Background: an optimization exercise with open tools, aiming at small area. Do not read the settings as production practice.
The RTL was checked by simulation tests, not by an equivalence proof against the original design.
Power and IR drop assume default switching activity.

==> flow/design.v (excerpt) <==
module omni_audio (
    input             clk,
    input             rst,
    input             cmd_valid,
    output            cmd_ready,
    input      [4:0]  cmd_op,
    input      [15:0] cmd_arg0,
    input      [15:0] cmd_arg1,
    input      [15:0] cmd_arg2,
    input      [15:0] cmd_arg3,
    input      [15:0] cmd_arg4,
    input             cmd_kind,
    input      [2:0]  cmd_block,
    output            mem_req,
    output     [15:0] mem_addr,
    input             mem_ack,
    input      [7:0]  mem_rdata,
    output            chip_we,
    output     [7:0]  chip_reg,
    output     [7:0]  chip_val,
    output            chip_gen,
    input             chip_svalid,
    input      [15:0] chip_sample,
    output            pcm_valid,
    output     [15:0] pcm_data,
    output            resp_valid,
    output            resp_some,
    output     [15:0] resp_id
);
Size: ~950 cells after synthesis, about 290 flip-flops, ~190 I/O pins.
==> flow/config.mk <==
export PLATFORM = sky130hd
export DESIGN_NAME = omni_audio
export DESIGN_NICKNAME = omni_audio
export VERILOG_FILES = /design/flow/design.v
export SDC_FILE = /design/flow/constraint.sdc
export NUM_CORES = 4
export LEC_CHECK = 0
export ABC_AREA = 1
export CAP_MARGIN = 20
export CORE_MARGIN = 2
export CORE_UTILIZATION = 70
export CTS_BUF_LIST = sky130_fd_sc_hd__clkbuf_4
export PLACE_DENSITY = 0.85
export SLEW_MARGIN = 20
==> flow/constraint.sdc <==
create_clock -name core_clock -period 120.0 [get_ports {clk}]
set_input_delay 24.0000 -clock core_clock [delete_from_list [all_inputs] [get_ports {clk}]]
set_output_delay 24.0000 -clock core_clock [all_outputs]
set_load 0.01 [all_outputs]
standard.sh (not shown) runs the stock make flow with config.mk's settings and CLKGATE_MAP_FILE= SYNTH_SCRIPT=/design/flow/synth_recipe.tcl, a recipe that flattens the netlist after the stock synthesis.
==> flow/flow/run.sh <==
#!/bin/bash
set -euo pipefail
here=$(pwd)
mkdir -p "$here/scripts"
for f in "$FLOW_HOME"/scripts/*; do
  ln -sfn "$f" "$here/scripts/"
done
rm -f "$here/scripts/abc_area.script"
cp "$here/flow/abc_area.script" "$here/scripts/abc_area.script"
export SCRIPTS_DIR="$here/scripts"
export ADDER_MAP_FILE=
export BUFFER_PORTS_ARGS="-buffer_cell sky130_fd_sc_hd__buf_1"
export CTS_ARGS="-sink_clustering_enable -repair_clock_nets -buf_list sky130_fd_sc_hd__clkbuf_4 -sink_clustering_size 12 -sink_clustering_max_diameter 40 -dont_use_dummy_load"
bash standard.sh > standard_flow.log 2>&1
==> flow/flow/abc_area.script <==
strash
dch
amap
topo
Next try:
--- a/flow/flow/run.sh
+++ b/flow/flow/run.sh
@@ -12,3 +12,3 @@
 export BUFFER_PORTS_ARGS="-buffer_cell sky130_fd_sc_hd__buf_1"
-export CTS_ARGS="-sink_clustering_enable -repair_clock_nets -buf_list sky130_fd_sc_hd__clkbuf_4 -sink_clustering_size 12 -sink_clustering_max_diameter 40 -dont_use_dummy_load"
+export CTS_ARGS="-sink_clustering_enable -repair_clock_nets -buf_list sky130_fd_sc_hd__clkbuf_4 -sink_clustering_size 10 -sink_clustering_max_diameter 40 -dont_use_dummy_load"
 bash standard.sh > standard_flow.log 2>&1
Effect: Utilization grows by 0.16 points. Total power climbs slightly. Cell count is about the same.

---

omni_audio, a different RTL version from the one above (not shown whole).
For scale: about 1000 cells after synthesis, about 190 I/O pins, about 12000 um^2 of cells after synthesis.
clock: 120.0 ns
lec_check: 0
cap_margin: 20
core_margin: 2
core_utilization: 70
cts_buf_list: sky130_fd_sc_hd__clkbuf_4
place_density: 0.85
slew_margin: 20
==> flow/flow/run.sh <==
#!/bin/bash
set -euo pipefail
export BUFFER_PORTS_ARGS="-buffer_cell sky130_fd_sc_hd__buf_1"
export CTS_ARGS="-sink_clustering_enable -repair_clock_nets -buf_list sky130_fd_sc_hd__clkbuf_4 -sink_clustering_size 10 -sink_clustering_max_diameter 40 -dont_use_dummy_load"
bash standard.sh > standard_flow.log 2>&1
The starting point completed without violations.
Edit:
--- a/flow/config.mk
+++ b/flow/config.mk
@@ -8,6 +8,6 @@
 export CAP_MARGIN = 20
 export CORE_MARGIN = 2
-export CORE_UTILIZATION = 70
+export CORE_UTILIZATION = 60
 export CTS_BUF_LIST = sky130_fd_sc_hd__clkbuf_4
-export PLACE_DENSITY = 0.85
+export PLACE_DENSITY = 0.75
 export SLEW_MARGIN = 20
=> Combinational power grows by about 1%; sequential power stays flat; total power hardly moves.

---

Setup of run A:
omni_audio, a different RTL version from the one above (not shown whole).
For scale: ~190 I/O pins, ~11000 um^2 of cells after synthesis.
// omni_audio
module omni_audio (
    input             clk,
    input             rst,
    input             cmd_valid,
    output            cmd_ready,
    input      [4:0]  cmd_op,
    input      [15:0] cmd_arg0,
    input      [15:0] cmd_arg1,
    input      [15:0] cmd_arg2,
    input      [15:0] cmd_arg3,
    input      [15:0] cmd_arg4,
    input             cmd_kind,
    input      [2:0]  cmd_block,
    output            mem_req,
    output     [15:0] mem_addr,
    input             mem_ack,
    input      [7:0]  mem_rdata,
    output            chip_we,
    output     [7:0]  chip_reg,
    output     [7:0]  chip_val,
    output            chip_gen,
    input             chip_svalid,
    input      [15:0] chip_sample,
    output            pcm_valid,
    output     [15:0] pcm_data,
    output            resp_valid,
    output            resp_some,
    output     [15:0] resp_id
);
==> flow/config.mk <==
export PLATFORM = sky130hd
export DESIGN_NAME = omni_audio
export DESIGN_NICKNAME = omni_audio
export VERILOG_FILES = /design/flow/design.v
export SDC_FILE = /design/flow/constraint.sdc
export NUM_CORES = 4
export LEC_CHECK = 0
export CAP_MARGIN = 0
export CORE_MARGIN = 2
export CORE_UTILIZATION = 60
export CTS_BUF_LIST = sky130_fd_sc_hd__clkbuf_4
export PLACE_DENSITY = 0.75
export SLEW_MARGIN = 0
==> flow/constraint.sdc <==
create_clock -name core_clock -period 120.0 [get_ports {clk}]
set_input_delay 24.0000 -clock core_clock [delete_from_list [all_inputs] [get_ports {clk}]]
set_output_delay 24.0000 -clock core_clock [all_outputs]
set_load 0.01 [all_outputs]
Scripts as last shown in full above: flow/flow/run.sh
Every stage of the flow completed for run A, and the final layout passed the timing, design-rule and antenna checks.
#### Input delta (run B over run A)
- swapping 0 for 20 in SLEW_MARGIN
- swapping 0 for 20 in CAP_MARGIN
- putting ABC_AREA at 1 where nothing was set
-- flow/flow/run.sh --
<<< run A, line 3
>>> run B, line 3
here=$(pwd)
mkdir -p "$here/scripts"
for f in "$FLOW_HOME"/scripts/*; do
  ln -sfn "$f" "$here/scripts/"
done
rm -f "$here/scripts/abc_area.script"
cp "$here/flow/abc_area.script" "$here/scripts/abc_area.script"
export SCRIPTS_DIR="$here/scripts"
export ADDER_MAP_FILE=
==> flow/flow/abc_area.script (new file) <==
strash
dch
amap
topo
Notes after the runs:
Compared with run A, in run B share of cell area taken by multi-input logic gates went down, critical path data arrival time went up.
Compared with run A, in run B final standard cell utilization of the core increased 2.2 points; global-route usage increased 1.3 points; average vias per placed instance decreased 1.2%; power share of the clock group decreased 0.4 points.
Summary — share of the synthesized area in compound gates (AO/OA/AOI/OAI), run B relative to run A: higher, by 7.3 points.
Going from run A to run B, estimated wirelength of the detail-placed design moved down, average cell area after synthesis shrank by about 9%.
Going from run A to run B, sequential share of layout area grows by 4.8 points.
[inputs] run C vs run B
- clearing ABC_AREA, which used to be 1
-- flow/flow/run.sh --
<<< run B, line 3
here=$(pwd)
mkdir -p "$here/scripts"
for f in "$FLOW_HOME"/scripts/*; do
  ln -sfn "$f" "$here/scripts/"
done
rm -f "$here/scripts/abc_area.script"
cp "$here/flow/abc_area.script" "$here/scripts/abc_area.script"
export SCRIPTS_DIR="$here/scripts"
export ADDER_MAP_FILE=
>>> run C, line 3
removed: flow/flow/abc_area.script
==> comparison <==
- Between run C and run B, signed area change from the synthesized netlist to the final layout is higher for run B, run C comes in under that.
- Timing-limited maximum frequency, run C and run B: higher on run C
- Worst hold margin | run C below run B
- On clock slew seen by the registers of the worst setup and hold paths, run C tracks run B almost exactly.
- The capture point of the worst path comes out pcm_data[15] in one run and pcm_data[13] in the other, namely in run B and run C respectively.
- Final design area excluding fillers: lower on run B
### run C -> run D
- setting ABC_AREA to 1 for the first time
-- flow/flow/run.sh --
<<< run C, line 3
>>> run D, line 3
here=$(pwd)
mkdir -p "$here/scripts"
for f in "$FLOW_HOME"/scripts/*; do
  ln -sfn "$f" "$here/scripts/"
done
rm -f "$here/scripts/abc_area.script"
cp "$here/flow/abc_area.script" "$here/scripts/abc_area.script"
export SCRIPTS_DIR="$here/scripts"
==> flow/flow/abc_area.script (new file) <==
strash
dch
amap
topo
[summary]
In summary, run D completed successfully, with a layout that passed the timing, design-rule and antenna checks. For count of clock-buffer cells in the layout, run D and run C come out practically identical. | total number of multi-input combinational cells | higher: run C |. Compared with run C, total power draw in run D increased slightly. Setup slack: run D and run C compared, lower one is run D. On run D: part of the power in combinational logic is 0.2 points higher than what run C gave. In run D the placed cell count turned out 31 higher than in run C. Run D vs run C — post-synthesis to final-layout area growth rose 2.0 points. The total CTS buffers of run C and that of run D are within noise of each other. In run D the minimum clock period after layout turned out 0.47 ns higher than in run C. On synthesized cell count, run D and run C are basically level. Taking run C as the reference point, the core utilization of the finished layout of run D rises by 1.7 points.

---

Another version of the RTL of omni_audio (not shown whole).
Size: about 1000 cells after synthesis, ~310 flip-flops, roughly 190 I/O pins.
==> flow/design.v (excerpt) <==
module omni_audio (
    input             clk,
    input             rst,
    input             cmd_valid,
    output            cmd_ready,
    input      [4:0]  cmd_op,
    input      [15:0] cmd_arg0,
    input      [15:0] cmd_arg1,
    input      [15:0] cmd_arg2,
    input      [15:0] cmd_arg3,
    input      [15:0] cmd_arg4,
    input             cmd_kind,
    input      [2:0]  cmd_block,
    output            mem_req,
    output     [15:0] mem_addr,
    input             mem_ack,
    input      [7:0]  mem_rdata,
    output            chip_we,
    output     [7:0]  chip_reg,
    output     [7:0]  chip_val,
    output            chip_gen,
    input             chip_svalid,
    input      [15:0] chip_sample,
    output            pcm_valid,
    output     [15:0] pcm_data,
    output            resp_valid,
    output            resp_some,
    output     [15:0] resp_id
);
==> flow/config.mk <==
export PLATFORM = sky130hd
export DESIGN_NAME = omni_audio
export DESIGN_NICKNAME = omni_audio
export VERILOG_FILES = /design/flow/design.v
export SDC_FILE = /design/flow/constraint.sdc
export NUM_CORES = 4
export LEC_CHECK = 0
export CAP_MARGIN = 20
export CORE_MARGIN = 2
export CORE_UTILIZATION = 60
export CTS_BUF_LIST = sky130_fd_sc_hd__clkbuf_4
export PLACE_DENSITY = 0.75
export SLEW_MARGIN = 20
==> flow/constraint.sdc <==
create_clock -name core_clock -period 120.0 [get_ports {clk}]
set_input_delay 24.0000 -clock core_clock [delete_from_list [all_inputs] [get_ports {clk}]]
set_output_delay 24.0000 -clock core_clock [all_outputs]
set_load 0.01 [all_outputs]
==> flow/flow/run.sh <==
#!/bin/bash
set -euo pipefail
export BUFFER_PORTS_ARGS="-buffer_cell sky130_fd_sc_hd__buf_1"
bash standard.sh > standard_flow.log 2>&1
Edit:
--- a/flow/flow/run.sh
+++ b/flow/flow/run.sh
@@ -3,0 +4 @@
+export CTS_ARGS="-sink_clustering_enable -repair_clock_nets -buf_list sky130_fd_sc_hd__clkbuf_4 -sink_clustering_size 10 -sink_clustering_max_diameter 40 -dont_use_dummy_load"
After rerunning: The changed run ran to the end with no violations. Global-route usage shrinks by 1.1 points. Sequential power barely changes. Via count shrinks by 3.0%. Final cell count shrinks by 5.7%. Setup slack hardly moves. Wire length shrinks by 3.8%. Register-to-register slack degrades by 50 ps. Design area shrinks by 4.9%. Synthesized area does not change.
Edit:
==> flow/run.sh (new file) <==
#!/bin/bash
# synth_recipe.tcl (not shown) runs the flow's synth.tcl, then flattens the netlist and writes it again
# the make line also repeats each setting of config.mk as NAME=value (left out here)
make -C /OpenROAD-flow-scripts/flow DESIGN_CONFIG=/design/flow/config.mk WORK_HOME=/design/flow/orfs CLKGATE_MAP_FILE= SYNTH_SCRIPT=/design/flow/synth_recipe.tcl finish
removed: flow/flow/run.sh
removed: flow/standard.sh
The new run went through all stages and came out clean.
Count of clock-buffer cells in the layout goes up by 67.
Synthesized area is unchanged.
Power increases by 25%.

-- afterwards: timing with drivers on the ports --
The results above use ideal ports. As a check the final layouts listed here were re-extracted and re-timed, cells and wires unchanged. Step 1, drivers: a clkbuf_16 drives clk and a buf_2 each remaining input, both assumed. Step 2 times the ports against the registers' clock, not the clock port: input delays grow and output delays shrink by t, the midpoint of the rising clock arrivals with the driver on. a / b / c = no drivers / after step 1 / after step 2; a / b = the first two.
run	t (ns)	setup WS [ns]	worst setup path after step 2	pins driven straight from the clock port
the first run of note 1	0.652	68.503 / 68.479 / 68.479	input to output	1
the second run of note 1	0.665	68.505 / 68.480 / 68.480	input to output	1
the first run of note 2	0.633	69.913 / 69.888 / 69.888	input to output	1
the second run of note 2	0.629	69.963 / 69.941 / 69.941	input to output	1
run A	0.624	69.718 / 69.688 / 69.688	input to output	1
run B	0.633	69.011 / 68.990 / 68.990	input to output	1
run C	0.619	69.717 / 69.688 / 69.688	input to output	1
run D	0.642	69.243 / 69.217 / 69.217	input to output	1
the first run of note 4	0.711	69.778 / 69.756 / 69.756	input to output	1
the second run of note 4	0.651	69.778 / 69.756 / 69.756	input to output	1
the third run of note 4	0.698	69.016 / 68.976 / 68.976	input to output	1
After both steps every run listed still meets setup and hold. The setup slack of the third run of note 4, which loses most, moves by -0.040 ns with the drivers and by -0.040 ns with both steps.
